Context: an optimization exercise on an open-source flow, tuned for small area. The choices shown serve that exercise and are no tape-out recipe.
Where RTL was checked, it was by simulation tests only, not by an equivalence proof against the original.
For run 3, only the layout was checked, not whether the RTL still works.
Power and IR drop assume default switching activity.

### design/flow/config.mk
export PLATFORM = sky130hd
export DESIGN_NAME = lkg
export DESIGN_NICKNAME = lkg
export VERILOG_FILES = /design/flow/design.v
export SDC_FILE = /design/flow/constraint.sdc
export NUM_CORES = 4
export LEC_CHECK = 0
export CAP_MARGIN = 0
export CORE_MARGIN = 2
export CORE_UTILIZATION = 55
export SLEW_MARGIN = 0
### design/flow/constraint.sdc
create_clock -name core_clock -period 10.0 [get_ports {clk}]
set_input_delay 2.0000 -clock core_clock [delete_from_list [all_inputs] [get_ports {clk}]]
set_output_delay 2.0000 -clock core_clock [all_outputs]
set_load 0.01 [all_outputs]
### design/flow/design.v
module lkg (
    input  wire        clk,
    input  wire        rst,           
    input  wire        cmd_valid,
    output wire        cmd_ready,
    input  wire [47:0] cmd_data,
    output wire        rsp_valid,
    input  wire        rsp_ready,
    output wire [1:0]  rsp_status,
    output wire [31:0] rsp_data
);
    localparam [16:0] TAPS_A_REF = 17'h04001;
    localparam [24:0] TAPS_B_REF = 25'h0001019;
    localparam [3:0] K_ZERO = 4'b0000, K_ILL  = 4'b0001, K_UNI  = 4'b0010, K_RDC  = 4'b0011,
                     K_RDA  = 4'b0100, K_RTA  = 4'b0101, K_RDB  = 4'b0110, K_RTB  = 4'b0111,
                     K_RDST = 4'b1100, K_EA   = 4'b1001, K_EB   = 4'b1010, K_NX   = 4'b1011,
                     K_INIT = 4'b1110;
    reg         pend;           
    reg  [3:0]  k;              
    reg  [2:0]  cnt;            
    reg  [16:0] ra;
    reg  [24:0] rb;
    reg         cy;
    reg  [16:0] ta;
    reg  [24:0] tb;
    reg         av, bv, cv;
    function [7:0] rev8(input [7:0] v);
        rev8 = {v[0], v[1], v[2], v[3], v[4], v[5], v[6], v[7]};
    endfunction
    wire [7:0]  op = cmd_data[47:40];
    wire [39:0] o  = cmd_data[39:0];
    wire z25 = ~|o[39:25];
    wire z24 = z25 & ~o[24];
    wire z17 = z24 & ~|o[23:17];
    wire z16 = z17 & ~o[16];
    wire z1  = z16 & ~|o[15:1];
    wire z0  = z1  & ~o[0];
    wire [16:0] seed_a_init = {rev8(o[39:32]), 1'b1, rev8(o[31:24])};
    wire [16:0] seed_a_cmd  = {rev8(o[15:8]),  1'b1, rev8(o[7:0])};
    wire [23:0] seed_b_bits = {rev8(o[23:16]), rev8(o[15:8]), rev8(o[7:0])};
    wire [24:0] seed_b      = {seed_b_bits[23:21], 1'b1, seed_b_bits[20:0]};
    reg  [3:0] nk;              
    always @* begin
        nk = K_ILL;
        case (op)
            8'h01: nk = K_INIT;
            8'h02: if (z0) nk = (av & bv & cv) ? K_NX : K_UNI;
            8'h03: if (z1) nk = K_ZERO;
            8'h04: if (z0) nk = cv ? K_RDC : K_UNI;
            8'h10: if (z16) nk = K_ZERO;
            8'h11: if (z17) nk = K_ZERO;
            8'h12: if (z0) nk = av ? K_RDA : K_UNI;
            8'h13: if (z0) nk = av ? K_EA : K_UNI;
            8'h14: if (z17) nk = K_ZERO;
            8'h15: if (z0) nk = K_RTA;
            8'h20: if (z24) nk = K_ZERO;
            8'h21: if (z25) nk = K_ZERO;
            8'h22: if (z0) nk = bv ? K_RDB : K_UNI;
            8'h23: if (z0) nk = bv ? K_EB : K_UNI;
            8'h24: if (z25) nk = K_ZERO;
            8'h25: if (z0) nk = K_RTB;
            8'h3F: if (z0) nk = K_RDST;
            default: ;
        endcase
    end
    wire acc  = cmd_valid & ~pend & ~sh & ~rst;
    wire take = pend & rsp_ready & ~rst;
    wire w_init  = acc & (op == 8'h01);
    wire w_setc  = acc & (op == 8'h03) & z1;
    wire w_seeda = acc & (op == 8'h10) & z16;
    wire w_lda   = acc & (op == 8'h11) & z17;
    wire w_tapa  = acc & (op == 8'h14) & z17;
    wire w_seedb = acc & (op == 8'h20) & z24;
    wire w_ldb   = acc & (op == 8'h21) & z25;
    wire w_tapb  = acc & (op == 8'h24) & z25;
    wire        fb_a = ^(ra & ta);
    wire        fb_b = ^(rb & tb);
    wire [7:0]  xa = rev8(ra[7:0]);
    wire [7:0]  yb = rev8(rb[7:0]);
    wire [7:0]  sum;
    wire        c8;
    assign {c8, sum} = {1'b0, xa} + {1'b0, yb} + {8'd0, cy};
    wire        sh     = ~pend & k[3] & (k[1] | k[0]);
    wire        step_a = sh & k[0];
    wire        step_b = sh & k[1];
    wire        sh_end = (cnt == 3'd7);
    assign cmd_ready  = ~pend & ~sh & ~rst;
    assign rsp_valid  = pend & ~rst;
    assign rsp_status = (k == K_ILL) ? 2'd1 : (k == K_UNI) ? 2'd2 : 2'd0;
    reg [31:0] rd;
    always @* begin
        case (k)
            K_RDC:  rd = {31'd0, cy};
            K_RDA:  rd = {15'd0, ra};
            K_RTA:  rd = {15'd0, ta};
            K_RDB:  rd = {7'd0, rb};
            K_RTB:  rd = {7'd0, tb};
            K_RDST: rd = {29'd0, cv, bv, av};
            K_EA:   rd = {24'd0, xa};
            K_EB:   rd = {24'd0, yb};
            K_NX:   rd = {24'd0, sum};
            default: rd = 32'd0;
        endcase
    end
    assign rsp_data = rd;
    always @(posedge clk) begin
        if (rst) begin
            pend <= 1'b0;
            cnt  <= 3'd0;
            ta   <= TAPS_A_REF;
            tb   <= TAPS_B_REF;
            av   <= 1'b0;
            bv   <= 1'b0;
            cv   <= 1'b0;
        end else begin
            if (acc)
                pend <= 1'b1;
            if (take)
                pend <= 1'b0;
            if (sh)
                cnt <= cnt + 3'd1;
            if (w_tapa) ta <= o[16:0];
            if (w_tapb) tb <= o[24:0];
            if (w_init | w_seeda | w_lda) av <= 1'b1;
            if (w_init | w_seedb | w_ldb) bv <= 1'b1;
            if (w_init | w_setc) cv <= 1'b1;
        end
    end
    always @(posedge clk) begin
        if (rst)
            k[1:0] <= 2'b00;
        else if (acc)
            k <= nk;
        else if (sh & sh_end)
            k <= k[2] ? K_NX : {k[3:2], 2'b00};
        if (step_a)
            ra <= {fb_a, ra[16:1]};
        else if (w_init)
            ra <= seed_a_init;
        else if (w_seeda)
            ra <= seed_a_cmd;
        else if (w_lda)
            ra <= o[16:0];
        if (step_b)
            rb <= {fb_b, rb[24:1]};
        else if (w_init | w_seedb)
            rb <= seed_b;
        else if (w_ldb)
            rb <= o[24:0];
        if (take & (k == K_NX))
            cy <= c8 & ~(cy & ~|sum);
        else if (w_init)
            cy <= 1'b0;
        else if (w_setc)
            cy <= o[0];
    end
endmodule
### design/flow/flow/run.sh
#!/bin/bash
# Layout flow: the standard flow, with three changes.
#  1. After the standard synthesis, the combinational logic is re-mapped by
#     ABC for area (flow/reopt.ys, flow/area.abc), in four runs with different
#     seeds; the smallest netlist is kept. The registers stay as the standard
#     synthesis made them (same cells, same instance names); only the logic
#     between them is re-mapped.
#  2. Ports are buffered with sky130_fd_sc_hd__buf_1 instead of the default
#     buffer cell.
#  3. The clock tree uses clkbuf_8 buffers and no dummy loads.
# Each tool's output goes to a log file of its own in this folder.
set -uo pipefail
R=orfs/results/sky130hd/lkg/base
LIB=$FLOW_HOME/platforms/sky130hd/lib/sky130_fd_sc_hd__tt_025C_1v80.lib

bash standard.sh synth > log_synth_std.txt 2>&1 || { tail -50 log_synth_std.txt; exit 1; }
cp $R/1_2_yosys.v std_synth.v

# Registers (cell type and instance name) of a netlist
regs() { grep -E "^\s*sky130_fd_sc_hd__(s?e?df|dl)\w+ " "$1" | awk '{print $1, $2}' | sort; }
regs std_synth.v > regs_std.txt

best=""; best_area=""
pids=""
for s in 1 2 3 4; do
  mkdir -p reopt_$s
  sed "s#@LIB@#$LIB#g; s#@SEED@#$s#g; s#@IN@#../std_synth.v#g" flow/reopt.ys > reopt_$s/reopt.ys
  sed "s#@SEED@#$s#g" flow/area.abc > reopt_$s/area.abc
  (cd reopt_$s && yosys -q -l ../log_reopt_$s.txt -s reopt.ys > /dev/null 2>&1) &
  pids="$pids $!"
done
for p in $pids; do wait $p; done
for s in 1 2 3 4; do
  a=$(grep "Chip area" log_reopt_$s.txt 2>/dev/null | tail -1 | grep -oE "[0-9]+\.[0-9]+$")
  [[ -n "$a" && -s reopt_$s/reopt_out.v ]] || continue
  regs reopt_$s/reopt_out.v > reopt_$s/regs.txt
  cmp -s regs_std.txt reopt_$s/regs.txt || { echo "seed $s: registers differ, skipped" >> log_reopt_pick.txt; continue; }
  echo "seed $s: area $a" >> log_reopt_pick.txt
  if [[ -z "$best" ]] || awk "BEGIN{exit !($a < $best_area)}"; then best=$s; best_area=$a; fi
done
if [[ -n "$best" ]]; then
  echo "picked seed $best ($best_area)" >> log_reopt_pick.txt
  cp reopt_$best/reopt_out.v $R/1_2_yosys.v
  touch $R/1_2_yosys.v
  rm -f $R/1_synth.odb
  bash standard.sh synth > log_synth_odb.txt 2>&1 || { tail -50 log_synth_odb.txt; exit 1; }
else
  echo "re-mapping failed, keeping the standard netlist" >> log_reopt_pick.txt
fi

export BUFFER_PORTS_ARGS="-buffer_cell sky130_fd_sc_hd__buf_1"
export CTS_ARGS="-sink_clustering_enable -repair_clock_nets -buf_list sky130_fd_sc_hd__clkbuf_8 -dont_use_dummy_load"
bash standard.sh finish > log_finish.txt 2>&1 || { tail -50 log_finish.txt; exit 1; }
### design/flow/flow/area.abc
strash
&get -n
&st
&deepsyn -T 20 -S @SEED@
&dch -f
&nf -a -R 1000
&put
### design/flow/flow/reopt.ys
# Re-map the standard synthesis's logic for area, keeping its registers.
read_liberty -ignore_miss_func @LIB@
read_verilog @IN@
hierarchy -top lkg
blackbox sky130_fd_sc_hd__dfbbn_1 sky130_fd_sc_hd__dfbbn_2 sky130_fd_sc_hd__dfbbp_1 sky130_fd_sc_hd__dfrbp_1 sky130_fd_sc_hd__dfrbp_2 sky130_fd_sc_hd__dfrtn_1 sky130_fd_sc_hd__dfrtp_1 sky130_fd_sc_hd__dfrtp_2 sky130_fd_sc_hd__dfrtp_4 sky130_fd_sc_hd__dfsbp_1 sky130_fd_sc_hd__dfsbp_2 sky130_fd_sc_hd__dfstp_1 sky130_fd_sc_hd__dfstp_2 sky130_fd_sc_hd__dfstp_4 sky130_fd_sc_hd__dfxbp_1 sky130_fd_sc_hd__dfxbp_2 sky130_fd_sc_hd__dfxtp_1 sky130_fd_sc_hd__dfxtp_2 sky130_fd_sc_hd__dfxtp_4 sky130_fd_sc_hd__dlclkp_1 sky130_fd_sc_hd__dlclkp_2 sky130_fd_sc_hd__dlclkp_4 sky130_fd_sc_hd__dlrbn_1 sky130_fd_sc_hd__dlrbn_2 sky130_fd_sc_hd__dlrbp_1 sky130_fd_sc_hd__dlrbp_2 sky130_fd_sc_hd__dlrtn_1 sky130_fd_sc_hd__dlrtn_2 sky130_fd_sc_hd__dlrtn_4 sky130_fd_sc_hd__dlrtp_1 sky130_fd_sc_hd__dlrtp_2 sky130_fd_sc_hd__dlrtp_4 sky130_fd_sc_hd__dlxbn_1 sky130_fd_sc_hd__dlxbn_2 sky130_fd_sc_hd__dlxbp_1 sky130_fd_sc_hd__dlxtn_1 sky130_fd_sc_hd__dlxtn_2 sky130_fd_sc_hd__dlxtn_4 sky130_fd_sc_hd__dlxtp_1 sky130_fd_sc_hd__edfxbp_1 sky130_fd_sc_hd__edfxtp_1 sky130_fd_sc_hd__lpflow_inputisolatch_1 sky130_fd_sc_hd__sdfbbn_1 sky130_fd_sc_hd__sdfbbn_2 sky130_fd_sc_hd__sdfbbp_1 sky130_fd_sc_hd__sdfrbp_1 sky130_fd_sc_hd__sdfrbp_2 sky130_fd_sc_hd__sdfrtn_1 sky130_fd_sc_hd__sdfrtp_1 sky130_fd_sc_hd__sdfrtp_2 sky130_fd_sc_hd__sdfrtp_4 sky130_fd_sc_hd__sdfsbp_1 sky130_fd_sc_hd__sdfsbp_2 sky130_fd_sc_hd__sdfstp_1 sky130_fd_sc_hd__sdfstp_2 sky130_fd_sc_hd__sdfstp_4 sky130_fd_sc_hd__sdfxbp_1 sky130_fd_sc_hd__sdfxbp_2 sky130_fd_sc_hd__sdfxtp_1 sky130_fd_sc_hd__sdfxtp_2 sky130_fd_sc_hd__sdfxtp_4 sky130_fd_sc_hd__sdlclkp_1 sky130_fd_sc_hd__sdlclkp_2 sky130_fd_sc_hd__sdlclkp_4 sky130_fd_sc_hd__sedfxbp_1 sky130_fd_sc_hd__sedfxbp_2 sky130_fd_sc_hd__sedfxtp_1 sky130_fd_sc_hd__sedfxtp_2 sky130_fd_sc_hd__sedfxtp_4
flatten
opt_clean
abc -liberty @LIB@ -dont_use sky130_fd_sc_hd__lpflow_bleeder_1 -dont_use sky130_fd_sc_hd__lpflow_clkbufkapwr_1 -dont_use sky130_fd_sc_hd__lpflow_clkbufkapwr_16 -dont_use sky130_fd_sc_hd__lpflow_clkbufkapwr_2 -dont_use sky130_fd_sc_hd__lpflow_clkbufkapwr_4 -dont_use sky130_fd_sc_hd__lpflow_clkbufkapwr_8 -dont_use sky130_fd_sc_hd__lpflow_clkinvkapwr_1 -dont_use sky130_fd_sc_hd__lpflow_clkinvkapwr_16 -dont_use sky130_fd_sc_hd__lpflow_clkinvkapwr_2 -dont_use sky130_fd_sc_hd__lpflow_clkinvkapwr_4 -dont_use sky130_fd_sc_hd__lpflow_clkinvkapwr_8 -dont_use sky130_fd_sc_hd__lpflow_decapkapwr_12 -dont_use sky130_fd_sc_hd__lpflow_decapkapwr_3 -dont_use sky130_fd_sc_hd__lpflow_decapkapwr_4 -dont_use sky130_fd_sc_hd__lpflow_decapkapwr_6 -dont_use sky130_fd_sc_hd__lpflow_decapkapwr_8 -dont_use sky130_fd_sc_hd__lpflow_inputiso0n_1 -dont_use sky130_fd_sc_hd__lpflow_inputiso0p_1 -dont_use sky130_fd_sc_hd__lpflow_inputiso1n_1 -dont_use sky130_fd_sc_hd__lpflow_inputiso1p_1 -dont_use sky130_fd_sc_hd__lpflow_inputisolatch_1 -dont_use sky130_fd_sc_hd__lpflow_isobufsrc_1 -dont_use sky130_fd_sc_hd__lpflow_isobufsrc_16 -dont_use sky130_fd_sc_hd__lpflow_isobufsrc_2 -dont_use sky130_fd_sc_hd__lpflow_isobufsrc_4 -dont_use sky130_fd_sc_hd__lpflow_isobufsrc_8 -dont_use sky130_fd_sc_hd__lpflow_isobufsrckapwr_16 -dont_use sky130_fd_sc_hd__lpflow_lsbuf_lh_hl_isowell_tap_1 -dont_use sky130_fd_sc_hd__lpflow_lsbuf_lh_hl_isowell_tap_2 -dont_use sky130_fd_sc_hd__lpflow_lsbuf_lh_hl_isowell_tap_4 -dont_use sky130_fd_sc_hd__lpflow_lsbuf_lh_isowell_4 -dont_use sky130_fd_sc_hd__lpflow_lsbuf_lh_isowell_tap_1 -dont_use sky130_fd_sc_hd__lpflow_lsbuf_lh_isowell_tap_2 -dont_use sky130_fd_sc_hd__lpflow_lsbuf_lh_isowell_tap_4 -dont_use sky130_fd_sc_hd__probe_p_8 -dont_use sky130_fd_sc_hd__probec_p_8 -script area.abc
opt -purge
setundef -zero
splitnets
opt_clean -purge
hilomap -singleton -hicell sky130_fd_sc_hd__conb_1 HI -locell sky130_fd_sc_hd__conb_1 LO
insbuf -buf sky130_fd_sc_hd__buf_4 A X
opt_clean -purge
stat -liberty @LIB@
write_verilog -noattr -nohex -nodec reopt_out.v
### design/flow/standard.sh
#!/bin/bash
# synth_recipe.tcl (not shown) runs the flow's synth.tcl, then flattens the netlist and writes it again
# the make line also repeats each setting of config.mk as NAME=value (left out here)
make -C /OpenROAD-flow-scripts/flow DESIGN_CONFIG=/design/flow/config.mk WORK_HOME=/design/flow/orfs CLKGATE_MAP_FILE= SYNTH_SCRIPT=/design/flow/synth_recipe.tcl "${@:-finish}"
==> run summary, run 1 <==
syn_area_per_cell: 8.95 sq um
final hold violation count: 0
setup TNS: 0 ps
Clk pin slew, worst setup/hold paths: 90 ps
1st-iter DRT viols: 818
FF-to-FF End: tb[20]
Final min period: 5260 ps
die height: 103 um
Tot GR Track Use: 34.7%
DIE AREA: 10600 sq um
post-DR vias/cell: 6.67
met3 WL: 2.04 mm
Startpoint Class: input port
Syn Inst Count: 599
Root Buffer: clkbuf_8
slack of the critical path: 4740 ps
met2 WL: 8.00 mm
flop2flop setup slack: 6000 ps
Mapped Area: 5360 sq um
first-pass GRT wire length: 27.4 mm
number of I/O port buffers: 80
largest net degree at the start of global routing: 26
Final Skew: 21.1 ps
Layout area overhead: 12.0%
H-tree Lvls: 3
# rows: 36
CTS tree: done
Seq. cell area: 2370 sq um
hpwl dp: 13.2 mm
Final Max Tran Viols: 0
final worst-path cycle share: 52.6%
crit end category: flip-flop
cell count of the worst reg-to-reg path: 11
Core Util, Final: 62.6%
Nets: 750
Hold-fix buffers, CTS: 0
YS warnings: 1
Leak: 2.07 nW
DR top layer: met4
Routed WL: 18.1 mm
Die Wd: 103 um
Fillers: 916
Num CTS Buffers: 9
Slew HR: 16.2%
CTS Sinks: 96
CTS-repair resized insts: 0
total power: 0.754 mW
I/O pin cnt: 88
Required @ worst endpoint: 10260 ps
post-CTS setup buffer count: 0
Initial Util: 55.9%
R2R Path Start: k[3]
crit path DAT: 5530 ps
core area: 9590 sq um
area occupied by multi-input gates: 2930 sq um
crit path max fanout: 22
drt pass-1 iters: 10
CP startpoint: rst
drc violations: 0
M1 WL: 7.59 mm
Clock Path Buffers: 2
worst skew pair latency: 370 ps
Final ANT Viol Nets: 0
critical path class: input port to flip-flop
Hold Path Class: flip-flop to flip-flop
Worst Hold Launch: cnt[0]
PwrDens: 126 nW/um^2
share of cells above drive strength 1: 3.02%
# setup viols final: 0
per-cell routed wire length: 21.8 um
# Max-Cap Violations: 0
Hold Path Depth: 2
Setup Slack @ Placement: 4450 ps
Vias: 5528
initial antenna violation count: 0
number of global-route vias before repair: 4951
status: timing/DRC/antenna clean
worst slew pin tran: 1260 ps
grt ovf: 0
unrepaired setup endpoints after global routing: false
Placer Congestion: 0.943
Max Clock Freq: 0.190 GHz
VDD IR max: 0.0610 mV
antenna cells: 0
Hold EP: cnt[0]
through the flow:
stage	std cells	area (sq um)	hold slack (ps)
after CTS	829	6000	500
final	829	6000	495
after global placement	820	5880	472
after detailed placement	820	5880	482
after global routing	829	6000	517
after floorplan	605	5380	448
critical path, stage by stage:
cell     delay (ps)
buf_1            70
buf_4           190
nor3_1          250
nand2_1         160
or3_1           350
or3_1           410
nor2_1          170
and2_0          980
nor2_1          430
buf_4           320
a22o_1          190
per-layer routing:
metal | vias up | global-route usage [%]
li1 | 2488 | -
met1 | 2628 | 50.7
met2 | 373 | 52.2
met3 | 39 | 6.37
met4 | 0 | 11.6
met5 | - | 0
state kept, by name, summed over array words and instances, names as in the netlist:
| name | cells |
|---|---|
| tb | 25 |
| pend | 1 |
| cy | 1 |
| bv | 1 |
| cv | 1 |
| av | 1 |
| ta | 17 |
| rb | 25 |
| k | 4 |
| ra | 17 |
| cnt | 3 |
placed cells by master, fill, tap and decap left out, drive strengths merged, types with 5 or more instances in the layout:
cell,n
dfxtp,51
a21oi,19
a22o,45
o22ai,23
a222oi,34
xor2,14
nor3,17
conb,7
nor2,69
nand3,18
a22oi,5
a211oi,5
nand2,125
clkinv,12
edfxtp,45
and2,6
nor4,9
o21ai,16
xnor2,33
buf,89
clkbuf,9
a21o,6
power breakdown:
group,internal [mW],switching [mW]
logic,0.0370,0.0742
registers,0.424,0.0119
clock network,0.0811,0.126
cell type report:
type,instances,share of cell area (%)
Multi-Input combinational cell,490,48.8
Sequential cell,96,39.5
Timing Repair Buffer,89,6.13
Tap cell,133,2.77
Clock buffer,9,2.06
Inverter,12,0.750
worst max path at each step:
| stage | end | slack (ps) | cells past startpoint |
|---|---|---|---|
| after CTS | tb[19] | 4830 | 11 |
| after detailed placement | tb[20] | 4450 | 11 |
| after floorplan | ta[10] | 4180 | 7 |
| after global routing | tb[14] | 4420 | 12 |
| after global placement | tb[20] | 4540 | 11 |
| final | tb[20] | 4740 | 11 |
==> run 2: changes to the inputs <==
==> design/flow/config.mk (replaced) <==
export PLATFORM = sky130hd
export DESIGN_NAME = lkg
export DESIGN_NICKNAME = lkg
export VERILOG_FILES = /design/flow/design.v
export SDC_FILE = /design/flow/constraint.sdc
export NUM_CORES = 4
export LEC_CHECK = 0
export CAP_MARGIN = 20
export CORE_MARGIN = 2
export CORE_UTILIZATION = 55
export SLEW_MARGIN = 20
==> run summary, run 2 <==
final hold violation count: 0 (unchanged)
setup TNS: 0 ps (unchanged)
unrepaired setup endpoints after global routing: false
Slew HR: 25.1% (+9.0 points)
YS warnings: 1 (unchanged)
Critical Path Max Stage Delay: 800 ps (-180 ps)
drt pass-1 iters: 8 (-2)
Crit-path slowest cell: nand2_1
final worst-path cycle share: 52.2% (-0.41 points)
post-DR vias/cell: 6.69 (+0.25%)
Tot GR Track Use: 34.7% (unchanged)
Final Max Tran Viols: 0 (unchanged)
Initial Util: 55.9% (unchanged)
critical path class: input port to flip-flop
status: timing/DRC/antenna clean
Max Clock Freq: 0.191 GHz (+0.78%)
first-pass GRT wire length: 27.4 mm (unchanged)
hpwl dp: 13.2 mm (unchanged)
Non-Filler Instances: 829 (unchanged)
Hold-fix buffers, CTS: 0 (unchanged)
Hold Path Class: flip-flop to flip-flop
syn_area_per_cell: 8.95 sq um (unchanged)
flop2flop setup slack: 5980 ps (-20 ps)
crit path max fanout: 23 (+4.5%)
cell count of the worst reg-to-reg path: 11 (unchanged)
Routed WL: 18.2 mm (+0.38%)
post-CTS setup buffer count: 0 (unchanged)
Clk pin slew, worst setup/hold paths: 80 ps (about the same)
CTS tree: done
largest net degree at the start of global routing: 26 (unchanged)
# rows: 36 (unchanged)
R2R Path Start: k[3]
initial antenna violation count: 0 (unchanged)
drc violations: 0 (unchanged)
Vias: 5542 (+0.25%)
Layout area overhead: 12.2%
CTS-repair resized insts: 0 (unchanged)
crit path DAT: 5430 ps (-100 ps)
Clock Path Buffers: 2 (unchanged)
per-cell routed wire length: 21.9 um (+0.38%)
H-tree Lvls: 3 (unchanged)
Placer Congestion: 0.943 (unchanged)
Nets: 750 (unchanged)
number of I/O port buffers: 80 (unchanged)
Worst Hold Launch: cnt[0]
die height: 103 um (unchanged)
slack of the critical path: 4780 ps (+40.7 ps)
VDD IR max: 0.0612 mV (+0.30%)
Setup Slack @ Placement: 4450 ps (unchanged)
# Max-Cap Violations: 0 (unchanged)
commonest cells after routing, fill and taps aside: nand2_1, buf_1, nor2_1
number of global-route vias before repair: 4951 (unchanged)
Final Skew: 19.8 ps (-1.33 ps)
antenna cells: 0 (unchanged)
CP startpoint: rst
WHS: 495 ps (-0.259 ps)
cell family contributing the most delay on the critical path: simple AND/OR/NAND/NOR gates
share of cells above drive strength 1: 3.16% (+0.14 points)
Num CTS Buffers: 9 (unchanged)
grt ovf: 0 (unchanged)
worst slew pin tran: 1120 ps (-138 ps)
worst-path cell chain: buf_1, buf_4, nor3_1, nand2_1, or3_1, or3_1, nand3b_1, a21o_1, nand2_1, o22ai_1, a21oi_1
Hold EP: cnt[0]
Root Buffer: clkbuf_8
Required @ worst endpoint: 10200 ps (-60 ps)
commonest non-fill, non-tap cell in the layout: nand2_1
PwrDens: 125 nW/um^2 (-0.14%)
1st-iter DRT viols: 813 (-0.61%)
CTS Sinks: 96 (unchanged)
FF-to-FF End: rb[7]
Final ANT Viol Nets: 0 (unchanged)
Critical path buffers and inverters: 2 (-1)
Cell Area, Placed: 5880 sq um (unchanged)
core area: 9590 sq um (unchanged)
Startpoint Class: input port
Syn Inst Count: 599 (unchanged)
# setup viols final: 0 (unchanged)
Mapped Area: 5360 sq um (unchanged)
DIE AREA: 10600 sq um (unchanged)
I/O pin cnt: 88 (unchanged)
Leak: 2.08 nW (+0.38%)
worst skew pair latency: 360 ps (about the same)
Hold Path Depth: 2 (unchanged)
fin area: 6010 sq um (+0.15%)
Die Wd: 103 um (unchanged)
crit end category: flip-flop
Final min period: 5220 ps (-40.7 ps)
DP Cell Count: 820 (unchanged)
biggest registers after layout: rb (25), tb (25)
## run 2: how the worst max path moves through the flow
stage,endpoint,cells after the start
finish,rb[7],11
global placement,tb[20],11
global route,rb[1],11
floorplan,ta[10],7
CTS,tb[19],11
detailed placement,tb[20],11
## run 2: metrics by stage
stage	total power, mW	util, %
after floorplan	0.505	-
after global placement	0.551	61.3
after detailed placement	0.553	61.3
after CTS	0.750	62.6
after global routing	0.780	62.7
final	0.754	62.7
## run 2: area by class of cell
type	instances	area, sq um
Fill cell	914	3580
Tap cell	133	166
Inverter	12	45.0
Multi-Input combinational cell	490	2940
Clock buffer	9	124
Sequential cell	96	2370
Timing Repair Buffer	89	368
## run 2: worst register-to-register path: cells and delay by family (launching register included)
kind            cells  cell delay, ps
compound gates      3            1100
buf+inv             1             180
flops               1             420
simple gates        7            2060
## run 2: where the power goes
group          switching [mW]  internal, mW
sequential             0.0119         0.424
clock                   0.125        0.0811
combinational          0.0746        0.0371
total                   0.212         0.542
## run 2: metal layers
metal  share of wire, %  vias to the layer above  track usage (%)  routed length (um)
met2                 44                      398             52.2                7980
met1                 41                     2611             50.7                7450
li1                   -                     2487                -                   -
met4                2.9                        0             11.6                 534
met3                 12                       46             6.37                2190
met5                  0                        -                0                   0
==> run 3: changes to the inputs <==
--- a/design/flow/design.v
+++ b/design/flow/design.v
@@ -84,6 +84,12 @@
     wire        step_a = sh & k[0];
     wire        step_b = sh & k[1];
     wire        sh_end = (cnt == 3'd7);
+    wire        hold_a = ~(step_a | w_init | w_seeda | w_lda);
+    wire        hold_b = ~(step_b | w_init | w_seedb | w_ldb);
+    wire        upd_c  = take & (k == K_NX);
+    wire        k_end  = sh & sh_end;
+    wire        hold_k = ~(acc | k_end);
+    wire        hold_c = ~(upd_c | w_init | w_setc);
     assign cmd_ready  = ~pend & ~sh & ~rst;
     assign rsp_valid  = pend & ~rst;
     assign rsp_status = (k == K_ILL) ? 2'd1 : (k == K_UNI) ? 2'd2 : 2'd0;
@@ -127,31 +133,15 @@
         end
     end
     always @(posedge clk) begin
+        k <= ({4{acc}} & nk) | ({4{k_end}} & (k[2] ? K_NX : {k[3:2], 2'b00})) |
+             ({4{hold_k}} & k);
         if (rst)
             k[1:0] <= 2'b00;
-        else if (acc)
-            k <= nk;
-        else if (sh & sh_end)
-            k <= k[2] ? K_NX : {k[3:2], 2'b00};
-        if (step_a)
-            ra <= {fb_a, ra[16:1]};
-        else if (w_init)
-            ra <= seed_a_init;
-        else if (w_seeda)
-            ra <= seed_a_cmd;
-        else if (w_lda)
-            ra <= o[16:0];
-        if (step_b)
-            rb <= {fb_b, rb[24:1]};
-        else if (w_init | w_seedb)
-            rb <= seed_b;
-        else if (w_ldb)
-            rb <= o[24:0];
-        if (take & (k == K_NX))
-            cy <= c8 & ~(cy & ~|sum);
-        else if (w_init)
-            cy <= 1'b0;
-        else if (w_setc)
-            cy <= o[0];
+        ra <= ({17{hold_a}} & ra) | ({17{step_a}} & {fb_a, ra[16:1]}) |
+              ({17{w_init}} & seed_a_init) | ({17{w_seeda}} & seed_a_cmd) |
+              ({17{w_lda}} & o[16:0]);
+        rb <= ({25{hold_b}} & rb) | ({25{step_b}} & {fb_b, rb[24:1]}) |
+              ({25{w_init | w_seedb}} & seed_b) | ({25{w_ldb}} & o[24:0]);
+        cy <= (hold_c & cy) | (upd_c & c8 & ~(cy & ~|sum)) | (w_setc & o[0]);
     end
 endmodule
==> run summary, run 3 <==
status: timing/DRC/antenna clean
flop2flop setup slack: 6120 ps (+140 ps)
grt ovf: 0 (unchanged)
Hold Path Class: flip-flop to flip-flop
Required @ worst endpoint: 10240 ps (+40 ps)
Final ANT Viol Nets: 0 (unchanged)
worst-path cell chain: buf_1, nor4_1, nand2_1, or3_1, o31ai_4, nor3_2, buf_4, a222oi_1, nand2_1
post-CTS setup buffer count: 0 (unchanged)
I/O pin cnt: 88 (unchanged)
per-cell routed wire length: 21.5 um (-1.7%)
Slew HR: 27.4% (+2.3 points)
antenna cells: 0 (unchanged)
CTS-repair resized insts: 0 (unchanged)
CP Depth: 9 (-2)
share of cells above drive strength 1: 4.67% (+1.5 points)
Die Wd: 101 um (-1.7%)
crit end category: flip-flop
Placer Congestion: 0.950 (+0.82%)
Core Util, Final: 63.9% (+1.2 points)
largest net degree at the start of global routing: 31 (+19%)
Critical Path Max Stage Delay: 930 ps (+130 ps)
Leak: 2.17 nW (+4.2%)
number of global-route vias before repair: 5322 (+7.5%)
CTS tree: done
crit path max fanout: 27 (+17%)
final hold violation count: 0 (unchanged)
Setup Slack @ Placement: 4550 ps (+94.3 ps)
# setup viols final: 0 (unchanged)
slack of the critical path: 4900 ps (+123 ps)
final worst-path cycle share: 51.0% (-1.2 points)
PwrDens: 122 nW/um^2 (-2.3%)
1st-iter DRT viols: 730 (-10%)
Nets: 782 (+4.3%)
hpwl dp: 12.6 mm (-4.2%)
worst skew pair latency: 360 ps (about the same)
Final min period: 5100 ps (-123 ps)
Fillers: 898 (-1.8%)
Startpoint Class: input port
Initial Util: 56.2% (+0.35 points)
FF-to-FF End: rb[11]
CTS Sinks: 96 (unchanged)
YS warnings: 1 (unchanged)
setup TNS: 0 ps (unchanged)
biggest registers after layout: rb (25), tb (25)
commonest cells after routing, fill and taps aside: nand2_1, dfxtp_1, buf_1
# Max-Cap Violations: 0 (unchanged)
crit path DAT: 5340 ps (-90 ps)
Clk pin slew, worst setup/hold paths: 100 ps (+20 ps)
initial antenna violation count: 0 (unchanged)
Clock Path Buffers: 2 (unchanged)
# rows: 35 (-2.8%)
Tot GR Track Use: 35.2% (+0.43 points)
most frequent CP cell: nand2_1
CP startpoint: rst
Num CTS Buffers: 9 (unchanged)
Mapped Area: 5170 sq um (-3.5%)
DIE AREA: 10200 sq um (-3.4%)
Max Clock Freq: 0.196 GHz (+2.4%)
syn_area_per_cell: 8.29 sq um (-7.4%)
VDD IR max: 0.0769 mV (+26%)
critical path class: input port to flip-flop
unrepaired setup endpoints after global routing: false
R2R Path Start: k[3]
Hold-fix buffers, CTS: 0 (unchanged)
Routed WL: 18.1 mm (-0.53%)
die height: 101 um (-1.7%)
Critical path buffers and inverters: 2 (unchanged)
total power: 0.719 mW (-4.5%)
first-pass GRT wire length: 27.8 mm (+1.4%)
Root Buffer: clkbuf_8
Final Skew: 25.4 ps (+5.65 ps)
H-tree Lvls: 3 (unchanged)
worst slew pin tran: 1090 ps (-30.6 ps)
CP Capture Point: rb[11]
commonest non-fill, non-tap cell in the layout: nand2_1
post-DR vias/cell: 6.94 (+3.8%)
number of I/O port buffers: 80 (unchanged)
Crit-path slowest cell: o31ai_4
Layout area overhead: 13.6%
drc violations: 0 (unchanged)
cell family contributing the most delay on the critical path: simple AND/OR/NAND/NOR gates
Syn Inst Count: 624 (+4.2%)
Vias: 5823 (+5.1%)
drt pass-1 iters: 8 (unchanged)
cell count of the worst reg-to-reg path: 11 (unchanged)
Final Max Tran Viols: 0 (unchanged)
core area: 9200 sq um (-4.1%)
-- run 3: cell types whose count changed in the layout (fill, tap and decap cells not counted), sizes merged, moves of 9 or more --
cell and delta:
nor2 -36, edfxtp -45, a22o +16, o22ai -19
a221oi +12, nand2 +42, dfxtp +45, a21oi -9
-- run 3: worst min path at each step --
stage,start,end,slack [ps],cells after the start
after detailed placement,rb[20],rb[19],470,2
final,rb[20],rb[19],480,2
after CTS,rb[24],rb[23],480,2
after global placement,rb[18],rb[17],470,2
after global routing,rb[20],rb[19],500,2
after floorplan,rb[18],rb[17],440,2
-- run 3: per-stage QoR --
step	cells	hold WS (ps)	area, sq um
final	839	483	5880
after global routing	839	501	5880
after CTS	838	478	5860
after detailed placement	829	467	5740
after global placement	828	467	5730
after floorplan	630	443	5190
-- run 3: power breakdown --
part	internal (mW)	total [mW]	switching (mW)
logic	0.0342	0.0888	0.0545
registers	0.399	0.428	0.0292
clock network	0.0810	0.202	0.122
total	0.514	0.719	0.205
-- run 3: layout make-up --
cell class                 count  area [sq um]  share of cell area, %
inverter                       8          30.0                  0.511
clock buffer                   9           124                   2.11
multi-input combinational    519          3240                   55.2
sequential                    96          1920                   32.7
tap                          111           139                   2.36
timing repair buffer          96           420                   7.16
-- run 3: per-layer routing --
metal,global-route usage [%],vias up,share of wire (%)
met2,56.4,384,46
met5,0,-,0
li1,-,2613,-
met1,46.9,2777,40
met4,14.1,0,2.9
met3,6.31,49,11
-- run 3: worst register-to-register path: cells and delay by family, from the launching register on --
kind	cells	cell delay [ps]
AO/OA/AOI/OAI	2	1190
buffers and inverters	2	520
flip-flops	1	410
AND/OR/NAND/NOR	7	1640
==> run 4: changes to the inputs <==
==> design/flow/design.v (replaced) <==
module lkg (
    input  wire        clk,
    input  wire        rst,           
    input  wire        cmd_valid,
    output wire        cmd_ready,
    input  wire [47:0] cmd_data,
    output wire        rsp_valid,
    input  wire        rsp_ready,
    output wire [1:0]  rsp_status,
    output wire [31:0] rsp_data
);
    localparam [16:0] TAPS_A_REF = 17'h04001;
    localparam [24:0] TAPS_B_REF = 25'h0001019;
    localparam [3:0] K_ZERO = 4'b0000, K_ILL  = 4'b0001, K_UNI  = 4'b0010, K_RDC  = 4'b0011,
                     K_RDA  = 4'b0100, K_RTA  = 4'b0101, K_RDB  = 4'b0110, K_RTB  = 4'b0111,
                     K_RDST = 4'b1100, K_EA   = 4'b1001, K_EB   = 4'b1010, K_NX   = 4'b1011,
                     K_INIT = 4'b1110;
    reg         pend;           
    reg  [3:0]  k;              
    reg  [2:0]  cnt;            
    reg  [16:0] ra;
    reg  [24:0] rb;
    reg         cy;
    reg  [16:0] ta;
    reg  [24:0] tb;
    reg         av, bv, cv;
    function [7:0] rev8(input [7:0] v);
        rev8 = {v[0], v[1], v[2], v[3], v[4], v[5], v[6], v[7]};
    endfunction
    wire [7:0]  op = cmd_data[47:40];
    wire [39:0] o  = cmd_data[39:0];
    wire z25 = ~|o[39:25];
    wire z24 = z25 & ~o[24];
    wire z17 = z24 & ~|o[23:17];
    wire z16 = z17 & ~o[16];
    wire z1  = z16 & ~|o[15:1];
    wire z0  = z1  & ~o[0];
    wire [16:0] seed_a_init = {rev8(o[39:32]), 1'b1, rev8(o[31:24])};
    wire [16:0] seed_a_cmd  = {rev8(o[15:8]),  1'b1, rev8(o[7:0])};
    wire [23:0] seed_b_bits = {rev8(o[23:16]), rev8(o[15:8]), rev8(o[7:0])};
    wire [24:0] seed_b      = {seed_b_bits[23:21], 1'b1, seed_b_bits[20:0]};
    wire d_init = (op == 8'h01), d_next = (op == 8'h02), d_setc = (op == 8'h03),
         d_rdc  = (op == 8'h04), d_sda  = (op == 8'h10), d_lda  = (op == 8'h11),
         d_rda  = (op == 8'h12), d_ema  = (op == 8'h13), d_wta  = (op == 8'h14),
         d_rta  = (op == 8'h15), d_sdb  = (op == 8'h20), d_ldb  = (op == 8'h21),
         d_rdb  = (op == 8'h22), d_emb  = (op == 8'h23), d_wtb  = (op == 8'h24),
         d_rtb  = (op == 8'h25), d_rdst = (op == 8'h3F);
    wire lg_nx   = d_next & z0, lg_rdc = d_rdc & z0, lg_rda = d_rda & z0,
         lg_ema  = d_ema & z0,  lg_rdb = d_rdb & z0, lg_emb = d_emb & z0;
    wire ok_nx   = lg_nx & av & bv & cv, ok_rdc = lg_rdc & cv,
         ok_rda  = lg_rda & av, ok_ema = lg_ema & av,
         ok_rdb  = lg_rdb & bv, ok_emb = lg_emb & bv;
    wire is_uni  = (lg_nx | lg_rdc | lg_rda | lg_ema | lg_rdb | lg_emb) &
                   ~(ok_nx | ok_rdc | ok_rda | ok_ema | ok_rdb | ok_emb);
    wire is_zero = (d_setc & z1) | (d_sda & z16) | (d_lda & z17) | (d_wta & z17) |
                   (d_sdb & z24) | (d_ldb & z25) | (d_wtb & z25);
    wire is_rta  = d_rta & z0, is_rtb = d_rtb & z0, is_rdst = d_rdst & z0;
    wire is_ill  = ~(d_init | is_zero | is_rta | is_rtb | is_rdst | ok_nx | ok_rdc |
                     ok_rda | ok_ema | ok_rdb | ok_emb | is_uni);
    wire [3:0] nk = ({4{d_init}} & K_INIT) | ({4{ok_nx}}  & K_NX)  | ({4{ok_rdc}} & K_RDC) |
                    ({4{ok_rda}} & K_RDA)  | ({4{ok_ema}} & K_EA)  | ({4{is_rta}} & K_RTA) |
                    ({4{ok_rdb}} & K_RDB)  | ({4{ok_emb}} & K_EB)  | ({4{is_rtb}} & K_RTB) |
                    ({4{is_rdst}} & K_RDST) | ({4{is_uni}} & K_UNI) | ({4{is_ill}} & K_ILL) |
                    ({4{is_zero}} & K_ZERO);
    wire acc  = cmd_valid & ~pend & ~sh & ~rst;
    wire take = pend & rsp_ready & ~rst;
    wire w_init  = acc & d_init;
    wire w_setc  = acc & d_setc & z1;
    wire w_seeda = acc & d_sda & z16;
    wire w_lda   = acc & d_lda & z17;
    wire w_tapa  = acc & d_wta & z17;
    wire w_seedb = acc & d_sdb & z24;
    wire w_ldb   = acc & d_ldb & z25;
    wire w_tapb  = acc & d_wtb & z25;
    wire        fb_a = ^(ra & ta);
    wire        fb_b = ^(rb & tb);
    wire [7:0]  xa = rev8(ra[7:0]);
    wire [7:0]  yb = rev8(rb[7:0]);
    wire [7:0]  sum;
    wire        c8;
    wire        g_x = (k == K_EA) | (k == K_NX);
    wire        g_y = (k == K_EB) | (k == K_NX);
    wire        g_c = (k == K_NX);
    assign {c8, sum} = {1'b0, xa & {8{g_x}}} + {1'b0, yb & {8{g_y}}} + {8'd0, cy & g_c};
    wire        sh     = ~pend & k[3] & (k[1] | k[0]);
    wire        step_a = sh & k[0];
    wire        step_b = sh & k[1];
    wire        sh_end = (cnt == 3'd7);
    wire        hold_a = ~(step_a | w_init | w_seeda | w_lda);
    wire        hold_b = ~(step_b | w_init | w_seedb | w_ldb);
    wire        upd_c  = take & (k == K_NX);
    wire        k_end  = sh & sh_end;
    wire        hold_k = ~(acc | k_end);
    wire        hold_c = ~(upd_c | w_init | w_setc);
    assign cmd_ready  = ~pend & ~sh & ~rst;
    assign rsp_valid  = pend & ~rst;
    assign rsp_status = (k == K_ILL) ? 2'd1 : (k == K_UNI) ? 2'd2 : 2'd0;
    wire s_rdc = (k == K_RDC), s_rda = (k == K_RDA), s_rta = (k == K_RTA),
         s_rdb = (k == K_RDB), s_rtb = (k == K_RTB), s_st  = (k == K_RDST),
         s_ea  = (k == K_EA),  s_eb  = (k == K_EB),  s_nx  = (k == K_NX);
    assign rsp_data = ({32{s_rdc}} & {31'd0, cy}) | ({32{s_rda}} & {15'd0, ra}) |
                      ({32{s_rta}} & {15'd0, ta}) | ({32{s_rdb}} & {7'd0, rb}) |
                      ({32{s_rtb}} & {7'd0, tb})  | ({32{s_st}}  & {29'd0, cv, bv, av}) |
                      ({32{s_ea | s_eb | s_nx}} & {24'd0, sum});
    always @(posedge clk) begin
        if (rst) begin
            ta   <= TAPS_A_REF;
            tb   <= TAPS_B_REF;
        end else begin
            if (w_tapa) ta <= o[16:0];
            if (w_tapb) tb <= o[24:0];
        end
        pend <= ~rst & (acc | (pend & ~take));
        cnt  <= {3{~rst}} & (sh ? cnt + 3'd1 : cnt);
        av   <= ~rst & (av | w_init | w_seeda | w_lda);
        bv   <= ~rst & (bv | w_init | w_seedb | w_ldb);
        cv   <= ~rst & (cv | w_init | w_setc);
    end
    always @(posedge clk) begin
        k <= ({4{acc}} & nk) | ({4{k_end}} & (k[2] ? K_NX : {k[3:2], 2'b00})) |
             ({4{hold_k}} & k);
        if (rst)
            k[1:0] <= 2'b00;
        ra <= ({17{hold_a}} & ra) | ({17{step_a}} & {fb_a, ra[16:1]}) |
              ({17{w_init}} & seed_a_init) | ({17{w_seeda}} & seed_a_cmd) |
              ({17{w_lda}} & o[16:0]);
        rb <= ({25{hold_b}} & rb) | ({25{step_b}} & {fb_b, rb[24:1]}) |
              ({25{w_init | w_seedb}} & seed_b) | ({25{w_ldb}} & o[24:0]);
        cy <= (hold_c & cy) | (upd_c & c8 & ~(cy & ~|sum)) | (w_setc & o[0]);
    end
endmodule
==> run summary, run 4 <==
status: timing/DRC/antenna clean
Tot GR Track Use: 34.3% (-0.83 points)
CTS-repair resized insts: 0 (unchanged)
drc violations: 0 (unchanged)
per-cell routed wire length: 21.0 um (-2.6%)
Root Buffer: clkbuf_8
Leak: 2.11 nW (-2.9%)
die height: 100 um (-0.47%)
hpwl dp: 12.0 mm (-4.7%)
I/O pin cnt: 88 (unchanged)
number of I/O port buffers: 80 (unchanged)
share of power burned in registers: 59.6% (about the same)
Core Util, Final: 63.6% (-0.31 points)
Max Clock Freq: 0.151 GHz (-23%)
PwrDens: 115 nW/um^2 (-6.2%)
post-CTS setup buffer count: 0 (unchanged)
Hold Path Class: flip-flop to flip-flop
Routed WL: 17.3 mm (-4.2%)
M2 GR Usage: 53.9% (-2.5 points)
Mapped Area: 5120 sq um (-0.97%)
Required @ worst endpoint: 8000 ps (-2240 ps)
Sw Share: 26.6% (-1.9 points)
syn_area_per_cell: 8.38 sq um (+1.1%)
unrepaired setup endpoints after global routing: false
number of global-route vias before repair: 4988 (-6.3%)
1st-iter DRT viols: 787 (+7.8%)
clock network fraction of design power: 30.6% (+2.5 points)
worst slew pin tran: 958 ps (-130 ps)
initial antenna violation count: 0 (unchanged)
Final ANT Viol Nets: 0 (unchanged)
# rows: 35 (unchanged)
biggest registers after layout: rb (25), tb (25)
largest net degree at the start of global routing: 29 (-6.5%)
drt pass-1 iters: 9 (+1)
VDD IR max: 0.0957 mV (+24%)
crit path max fanout: 11 (-59%)
Clk pin slew, worst setup/hold paths: 70 ps (-30 ps)
H-tree Lvls: 3 (unchanged)
Clock Path Buffers: 2 (unchanged)
critical path class: flip-flop to output pin
crit end category: output pin
worst skew pair latency: 370 ps (about the same)
GR Util met3: 4.58% (-1.7 points)
Vias: 5595 (-3.9%)
CTS Sinks: 96 (unchanged)
commonest cells after routing, fill and taps aside: nand2_1, dfxtp_1, buf_1
P_sw: 0.178 mW (-13%)
DIE AREA: 10100 sq um (-0.94%)
post-DR vias/cell: 6.77 (-2.4%)
setup TNS: 0 ps (unchanged)
Layout area overhead: 13.7% (about the same)
first-pass GRT wire length: 26.9 mm (-3.4%)
antenna cells: 0 (unchanged)
core area: 9150 sq um (-0.48%)
crit path DAT: 4630 ps (-710 ps)
final hold violation count: 0 (unchanged)
share of cells above drive strength 1: 5.03% (+0.36 points)
Num CTS Buffers: 9 (unchanged)
Final Max Tran Viols: 0 (unchanged)
Final Skew: 30.9 ps (+5.44 ps)
CTS tree: done
Syn Inst Count: 611 (-2.1%)
Startpoint Class: flip-flop
final worst-path cycle share: 66.3% (+15 points)
Nets: 769 (-1.7%)
grt ovf: 0 (unchanged)
Initial Util: 55.9% (-0.28 points)
met1 Track Usage GR: 48.5% (+1.6 points)
# setup viols final: 0 (unchanged)
Placer Congestion: 0.914 (-3.8%)
Comb power frac: 9.8% (-2.5 points)
GR peak layer: met2
Slew HR: 36.1% (+8.6 points)
Hold-fix buffers, CTS: 0 (unchanged)
YS warnings: 1 (unchanged)
commonest non-fill, non-tap cell in the layout: nand2_1
P_int: 0.490 mW (-4.7%)
# Max-Cap Violations: 0 (unchanged)
Final min period: 6630 ps (+1530 ps)
Die Wd: 100 um (-0.47%)
==> run 4: changes by cell type in the layout (fill, tap and decap cells not counted), moves of 5 or more <==
cell,change
o21ai_0,-12
clkinv_1,-5
nand2_1,-9
a21oi_1,+9
nand3_1,+11
a22oi_1,+7
a221oi_1,-15
nor2_1,-10
==> run 4: final timing paths <==
| check | from | endpoint | slack [ps] | depth (start not counted) |
|---|---|---|---|---|
| max | k[1] | rsp_data[7] | 3370 | 19 |
| min | cnt[1] | cnt[1] | 490 | 2 |
| max reg2reg | k[1] | cy | 5420 | 19 |
| min reg2reg | cnt[1] | cnt[1] | 490 | 2 |
==> run 4: worst max-delay path, stage by stage (launching register included) <==
cell,delay [ps]
dfxtp_1,500
nand2_1,150
nor2_1,580
a22o_1,290
and2_0,190
nand2_1,80
a22o_1,230
a22oi_1,190
a31oi_1,90
a21oi_1,210
a21o_1,130
a21boi_0,350
nand2_1,90
nand2_1,110
mux2i_1,260
a22o_1,210
a21oi_1,120
xnor2_1,210
nand3b_1,130
buf_1,150
==> run 4: power groups by stage <==
stage	registers, mW	clock network (mW)	logic [mW]
2_1_floorplan	0.404	0	0.0309
3_3_place_gp	0.407	0	0.0632
3_5_place_dp	0.407	0	0.0635
4_1_cts	0.398	0.205	0.0638
5_1_grt	0.399	0.218	0.0708
6_report	0.398	0.204	0.0657
==> run 4: cell type report <==
cell class,instances,area (sq um)
Clock buffer,9,124
Sequential cell,96,1920
Tap cell,111,139
Inverter,3,11.3
Multi-Input combinational cell,511,3200
Fill cell,861,3330
Timing Repair Buffer,96,420
==> run 4: per-layer routing <==
layer / share of wire (%) / vias up
li1: - / 2563
met1: 41 / 2640
met2: 46 / 355
met3: 10 / 37
met4: 2.7 / 0
met5: 0 / -
==> run 4: stage by stage <==
stage	worst slack, ps	hold WS, ps	cell area [sq um]	power, mW	cells
floorplan	4550	443	5140	0.435	617
global placement	4050	465	5700	0.470	817
detailed placement	3850	476	5700	0.470	817
CTS	3450	489	5820	0.667	826
global route	2940	519	5820	0.688	826
finish	3370	490	5820	0.668	826
==> run 5: changes to the inputs <==
--- a/design/flow/design.v
+++ b/design/flow/design.v
@@ -78,10 +78,7 @@
     wire [7:0]  yb = rev8(rb[7:0]);
     wire [7:0]  sum;
     wire        c8;
-    wire        g_x = (k == K_EA) | (k == K_NX);
-    wire        g_y = (k == K_EB) | (k == K_NX);
-    wire        g_c = (k == K_NX);
-    assign {c8, sum} = {1'b0, xa & {8{g_x}}} + {1'b0, yb & {8{g_y}}} + {8'd0, cy & g_c};
+    assign {c8, sum} = {1'b0, xa} + {1'b0, yb} + {8'd0, cy};
     wire        sh     = ~pend & k[3] & (k[1] | k[0]);
     wire        step_a = sh & k[0];
     wire        step_b = sh & k[1];
@@ -101,7 +98,8 @@
     assign rsp_data = ({32{s_rdc}} & {31'd0, cy}) | ({32{s_rda}} & {15'd0, ra}) |
                       ({32{s_rta}} & {15'd0, ta}) | ({32{s_rdb}} & {7'd0, rb}) |
                       ({32{s_rtb}} & {7'd0, tb})  | ({32{s_st}}  & {29'd0, cv, bv, av}) |
-                      ({32{s_ea | s_eb | s_nx}} & {24'd0, sum});
+                      ({32{s_ea}}  & {24'd0, xa}) | ({32{s_eb}}  & {24'd0, yb}) |
+                      ({32{s_nx}}  & {24'd0, sum});
     always @(posedge clk) begin
         if (rst) begin
             ta   <= TAPS_A_REF;
==> run summary, run 5 <==
largest net degree at the start of global routing: 31 (+6.9%)
R2R Path Start: k[3]
Initial Util: 56.1% (+0.12 points)
VDD IR max: 0.0709 mV (-26%)
setup TNS: 0 ps (unchanged)
CTS-repair resized insts: 0 (unchanged)
per-cell routed wire length: 21.4 um (+2.2%)
Clk pin slew, worst setup/hold paths: 80 ps (about the same)
DP Cell Count: 814 (-0.37%)
number of global-route vias before repair: 5043 (+1.1%)
Hold Path Class: flip-flop to flip-flop
Die Wd: 100 um (-0.12%)
crit end category: output pin
Hold EP: rb[12]
Syn Inst Count: 613 (+0.33%)
grt ovf: 0 (unchanged)
Hold Path Depth: 2 (unchanged)
share of cells above drive strength 1: 4.07% (-0.97 points)
drt pass-1 iters: 9 (unchanged)
drc violations: 0 (unchanged)
Nets: 767 (-0.26%)
status: timing/DRC/antenna clean
H-tree Lvls: 3 (unchanged)
Worst Hold Launch: rb[12]
antenna cells: 0 (unchanged)
Final ANT Viol Nets: 0 (unchanged)
Num CTS Buffers: 9 (unchanged)
hpwl dp: 12.4 mm (+2.8%)
CP startpoint: ra[6]
critical path class: flip-flop to output pin
unrepaired setup endpoints after global routing: false
die height: 100 um (-0.12%)
I/O pin cnt: 88 (unchanged)
# setup viols final: 0 (unchanged)
Leak: 2.04 nW (-3.0%)
Vias: 5654 (+1.1%)
Placer Congestion: 0.964 (+5.5%)
final hold violation count: 0 (unchanged)
core area: 9110 sq um (-0.48%)
post-DR vias/cell: 6.86 (+1.3%)
commonest non-fill, non-tap cell in the layout: nand2_1
worst slew pin tran: 1090 ps (+133 ps)
number of I/O port buffers: 80 (unchanged)
Final min period: 5290 ps (-1350 ps)
syn_area_per_cell: 8.33 sq um (-0.59%)
Non-Filler Instances: 824 (-0.24%)
Final Skew: 35.2 ps (+4.35 ps)
commonest cells after routing, fill and taps aside: nand2_1, dfxtp_1, buf_1
crit path DAT: 3290 ps (-1340 ps)
# rows: 35 (unchanged)
slack of the critical path: 4710 ps (+1350 ps)
cell count of the worst reg-to-reg path: 9 (-10)
biggest registers after layout: rb (25), tb (25)
Required @ worst endpoint: 8000 ps (about the same)
Root Buffer: clkbuf_8
flop2flop setup slack: 6370 ps (+950 ps)
CTS tree: done
worst skew pair latency: 380 ps (about the same)
FF-to-FF End: ta[2]
Tot GR Track Use: 35.1% (+0.79 points)
Clock Path Buffers: 2 (unchanged)
WHS: 480 ps (-10.1 ps)
Final Max Tran Viols: 0 (unchanged)
post-CTS setup buffer count: 0 (unchanged)
Startpoint Class: flip-flop
Hold-fix buffers, CTS: 0 (unchanged)
initial antenna violation count: 0 (unchanged)
1st-iter DRT viols: 768 (-2.4%)
crit path max fanout: 7 (-4)
final worst-path cycle share: 52.9% (-13 points)
DIE AREA: 10100 sq um (-0.25%)
CTS Sinks: 96 (unchanged)
Slew HR: 27.0% (-9.1 points)
Setup Slack @ Placement: 5010 ps (+1160 ps)
first-pass GRT wire length: 27.3 mm (+1.5%)
Mapped Area: 5110 sq um (-0.27%)
total power: 0.648 mW (-3.0%)
YS warnings: 1 (unchanged)
Layout area overhead: 13.1%
PwrDens: 112 nW/um^2 (-2.3%)
Max Clock Freq: 0.189 GHz (+25%)
# Max-Cap Violations: 0 (unchanged)
Routed WL: 17.7 mm (+2.0%)
[run 5: changes by cell type in the layout (fill, tap and decap cells not counted), moves of 6 or more]
cell | before | now
a221o_1 | 12 | 0
a222oi_1 | 40 | 61
a22o_1 | 57 | 45
a22oi_1 | 17 | 11
nand3_1 | 26 | 33
nor2_1 | 20 | 26
o21ai_0 | 7 | 15
[run 5: cell type report]
| cell class | instances | area, sq um |
|---|---|---|
| repair buffers | 92 | 388 |
| inverters | 7 | 26.3 |
| well taps | 111 | 139 |
| multi-input cells | 509 | 3180 |
| clock buffers | 9 | 124 |
| flip-flops and latches | 96 | 1920 |
| fillers | 839 | 3330 |
[run 5: worst max path at each step]
stage	slack, ps	endpoint	cells after the start
4_1_cts	4760	rsp_data[7]	11
6_report	4710	rsp_data[7]	11
5_1_grt	4620	rsp_data[7]	11
3_5_place_dp	5010	ta[16]	7
3_3_place_gp	5060	cmd_ready	3
2_1_floorplan	4280	rb[24]	7
[run 5: per-layer routing]
layer | GRT usage (%) | up-vias | share of wire (%)
li1 | - | 2574 | -
met5 | 0 | - | 0
met3 | 6.34 | 53 | 12
met2 | 55.5 | 390 | 45
met4 | 15.2 | 0 | 3.6
met1 | 47.2 | 2637 | 40
[run 5: worst max-delay path, stage by stage (launching register included)]
cell      delay [ps]
dfxtp_1          500
xnor2_1          130
or3_1            410
and3_1           210
or3_1            350
a21o_1           220
a21o_1           210
a211o_1          340
a21oi_1          190
nand3b_1         130
nand3_1           70
buf_1            150
[run 5: report_power, final]
part / leakage [nW] / switching (mW) / internal (mW)
registers: 0.775 / 0.00842 / 0.387
logic: 1.20 / 0.0342 / 0.0139
clock network: 0.0647 / 0.123 / 0.0810
[run 5: per-stage QoR]
step / instance area, sq um / utilization (%)
6_report: 5770 / 63.4
5_1_grt: 5770 / 63.4
4_1_cts: 5760 / 63.2
3_5_place_dp: 5640 / 61.9
3_3_place_gp: 5640 / 61.9
2_1_floorplan: 5130 / -
==> run 6: changes to the inputs <==
--- a/design/flow/flow/run.sh
+++ b/design/flow/flow/run.sh
@@ -8,6 +8,8 @@
 #  2. Ports are buffered with sky130_fd_sc_hd__buf_1 instead of the default
 #     buffer cell.
 #  3. The clock tree uses clkbuf_8 buffers and no dummy loads.
+#  4. After synthesis, repair uses no buffer larger than buf_2 (buf_4 and
+#     up are added to the platform's don't-use list for those steps).
 # Each tool's output goes to a log file of its own in this folder.
 set -uo pipefail
 R=orfs/results/sky130hd/lkg/base
@@ -50,4 +52,5 @@
 
 export BUFFER_PORTS_ARGS="-buffer_cell sky130_fd_sc_hd__buf_1"
 export CTS_ARGS="-sink_clustering_enable -repair_clock_nets -buf_list sky130_fd_sc_hd__clkbuf_8 -dont_use_dummy_load"
+export DONT_USE_CELLS="sky130_fd_sc_hd__buf_4 sky130_fd_sc_hd__buf_6 sky130_fd_sc_hd__buf_8 sky130_fd_sc_hd__buf_12 sky130_fd_sc_hd__buf_16"
 bash standard.sh finish > log_finish.txt 2>&1 || { tail -50 log_finish.txt; exit 1; }
==> run summary, run 6 <==
status: timing/DRC/antenna clean
Mapped Area: 5110 sq um (unchanged)
slack of the critical path: 4710 ps (unchanged)
Startpoint Class: flip-flop
crit path max fanout: 7 (unchanged)
fin area: 5770 sq um (unchanged)
H-tree Lvls: 3 (unchanged)
Cell Area, Placed: 5640 sq um (unchanged)
post-CTS setup buffer count: 0 (unchanged)
share of cells above drive strength 1: 4.07% (unchanged)
biggest registers after layout: rb (25), tb (25)
first-pass GRT wire length: 27.3 mm (unchanged)
Routed WL: 17.7 mm (unchanged)
crit path DAT: 3290 ps (about the same)
Root Buffer: clkbuf_8
1st-iter DRT viols: 768 (unchanged)
Final Max Tran Viols: 0 (unchanged)
number of I/O port buffers: 80 (unchanged)
post-DR vias/cell: 6.86 (unchanged)
GR Util met3: 6.34% (unchanged)
unrepaired setup endpoints after global routing: false
drt pass-1 iters: 9 (unchanged)
Initial Util: 56.1% (unchanged)
Num CTS Buffers: 9 (unchanged)
Required @ worst endpoint: 8000 ps (about the same)
Final ANT Viol Nets: 0 (unchanged)
drc violations: 0 (unchanged)
Setup Slack @ Placement: 5010 ps (unchanged)
worst skew pair latency: 380 ps (about the same)
worst slew pin tran: 1090 ps (unchanged)
Clock Path Buffers: 2 (unchanged)
Vias: 5654 (unchanged)
Syn Inst Count: 613 (unchanged)
GR peak layer: met2
Clk pin slew, worst setup/hold paths: 80 ps (about the same)
per-cell routed wire length: 21.4 um (unchanged)
Placer Congestion: 0.964 (unchanged)
hpwl dp: 12.4 mm (unchanged)
Final Skew: 35.2 ps (unchanged)
Tot GR Track Use: 35.1% (unchanged)
commonest non-fill, non-tap cell in the layout: nand2_1
VDD IR max: 0.0709 mV (unchanged)
# setup viols final: 0 (unchanged)
Slew HR: 27.0% (unchanged)
final hold violation count: 0 (unchanged)
Max Clock Freq: 0.189 GHz (unchanged)
YS warnings: 1 (unchanged)
setup TNS: 0 ps (unchanged)
Core Util, Final: 63.4% (unchanged)
DIE AREA: 10100 sq um (unchanged)
# rows: 35 (unchanged)
I/O pin cnt: 88 (unchanged)
CTS tree: done
Layout area overhead: 13.1% (unchanged)
Hold-fix buffers, CTS: 0 (unchanged)
core area: 9110 sq um (unchanged)
CTS-repair resized insts: 0 (unchanged)
Die Wd: 100 um (unchanged)
CTS Sinks: 96 (unchanged)
met1 Track Usage GR: 47.2% (unchanged)
commonest cells after routing, fill and taps aside: nand2_1, dfxtp_1, buf_1
critical path class: flip-flop to output pin
Fillers: 839 (unchanged)
die height: 100 um (unchanged)
initial antenna violation count: 0 (unchanged)
crit end category: output pin
largest net degree at the start of global routing: 31 (unchanged)
grt ovf: 0 (unchanged)
M2 GR Usage: 55.5% (unchanged)
Final min period: 5290 ps (unchanged)
# Max-Cap Violations: 0 (unchanged)
Leak: 2.04 nW (unchanged)
final worst-path cycle share: 52.9% (unchanged)
number of global-route vias before repair: 5043 (unchanged)
antenna cells: 0 (unchanged)
Hold Path Class: flip-flop to flip-flop
syn_area_per_cell: 8.33 sq um (unchanged)
PwrDens: 112 nW/um^2 (unchanged)
Nets: 767 (unchanged)
-- run 6: critical path, cell delays in order (launching register included) --
cell and delay, ps:
dfxtp_1 500, xnor2_1 130, or3_1 410, and3_1 210
or3_1 350, a21o_1 220, a21o_1 210, a211o_1 340
a21oi_1 190, nand3b_1 130, nand3_1 70, buf_1 150
-- run 6: final timing paths --
path / slack, ps / end / from / depth (start not counted)
max: 4710 / rsp_data[7] / ra[6] / 11
min reg2reg: 480 / rb[12] / rb[12] / 2
min: 480 / rb[12] / rb[12] / 2
max reg2reg: 6370 / ta[2] / k[3] / 9
-- run 6: layer usage --
layer	part of all wire, %	wire length (um)
met5	0	0
met4	3.6	643
met1	40	7060
met2	45	7880
met3	12	2070
-- run 6: final cells by class --
cell class | instances | area, sq um | share of cell area, %
Multi-Input combinational cell | 509 | 3180 | 55.0
Tap cell | 111 | 139 | 2.41
Timing Repair Buffer | 92 | 388 | 6.72
Sequential cell | 96 | 1920 | 33.3
Clock buffer | 9 | 124 | 2.15
Inverter | 7 | 26.3 | 0.455
-- run 6: where the power goes --
group          switching, mW  internal [mW]
combinational         0.0342         0.0139
sequential           0.00842          0.387
clock                  0.123         0.0810
total                  0.166          0.482
-- run 6: stage by stage --
stage / hold WS, ps / power (mW) / std cells
after global routing: 505 / 0.667 / 824
after CTS: 478 / 0.646 / 823
final: 480 / 0.648 / 824
after global placement: 459 / 0.449 / 814
after floorplan: 433 / 0.422 / 619
after detailed placement: 462 / 0.450 / 814

## static timing again, ports no longer ideal
In the flow no input, the clock included, has a driving cell. The finished layouts below were timed again as built, in two steps.
Step 1: set_driving_cell puts a clkbuf_16 on clk and a buf_2 on each other input, an assumption about the parent block.
Step 2 moves the port delays by t, midway between the first and last clock arrival at a register: inputs arrive t later, outputs are due t later. That takes back most of the time a late clock gives input paths.
Three values: ideal ports, drivers, drivers and shift; two values: the first two.
run | t (ns) | setup WS [ns] | worst register clock-pin slew, ns | worst data-port slew with drivers (ns)
run 1 | 0.390 | 4.736 / 4.750 / 4.361 | 0.10 / 0.10 | 0.04
run 2 | 0.391 | 4.777 / 4.792 / 4.401 | 0.10 / 0.10 | 0.04
run 3 | 0.394 | 4.900 / 4.899 / 4.526 | 0.10 / 0.10 | 0.04
run 4 | 0.389 | 3.366 / 3.333 / 3.722 | 0.10 / 0.10 | 0.04
run 5 | 0.394 | 4.714 / 4.676 / 4.873 | 0.10 / 0.10 | 0.03
run 6 | 0.394 | 4.714 / 4.676 / 4.873 | 0.10 / 0.10 | 0.03
After both steps setup and hold are still met in every run listed. For run 2, which loses most, drivers alone change the setup slack by +0.015 ns; drivers and shift together by -0.376 ns.
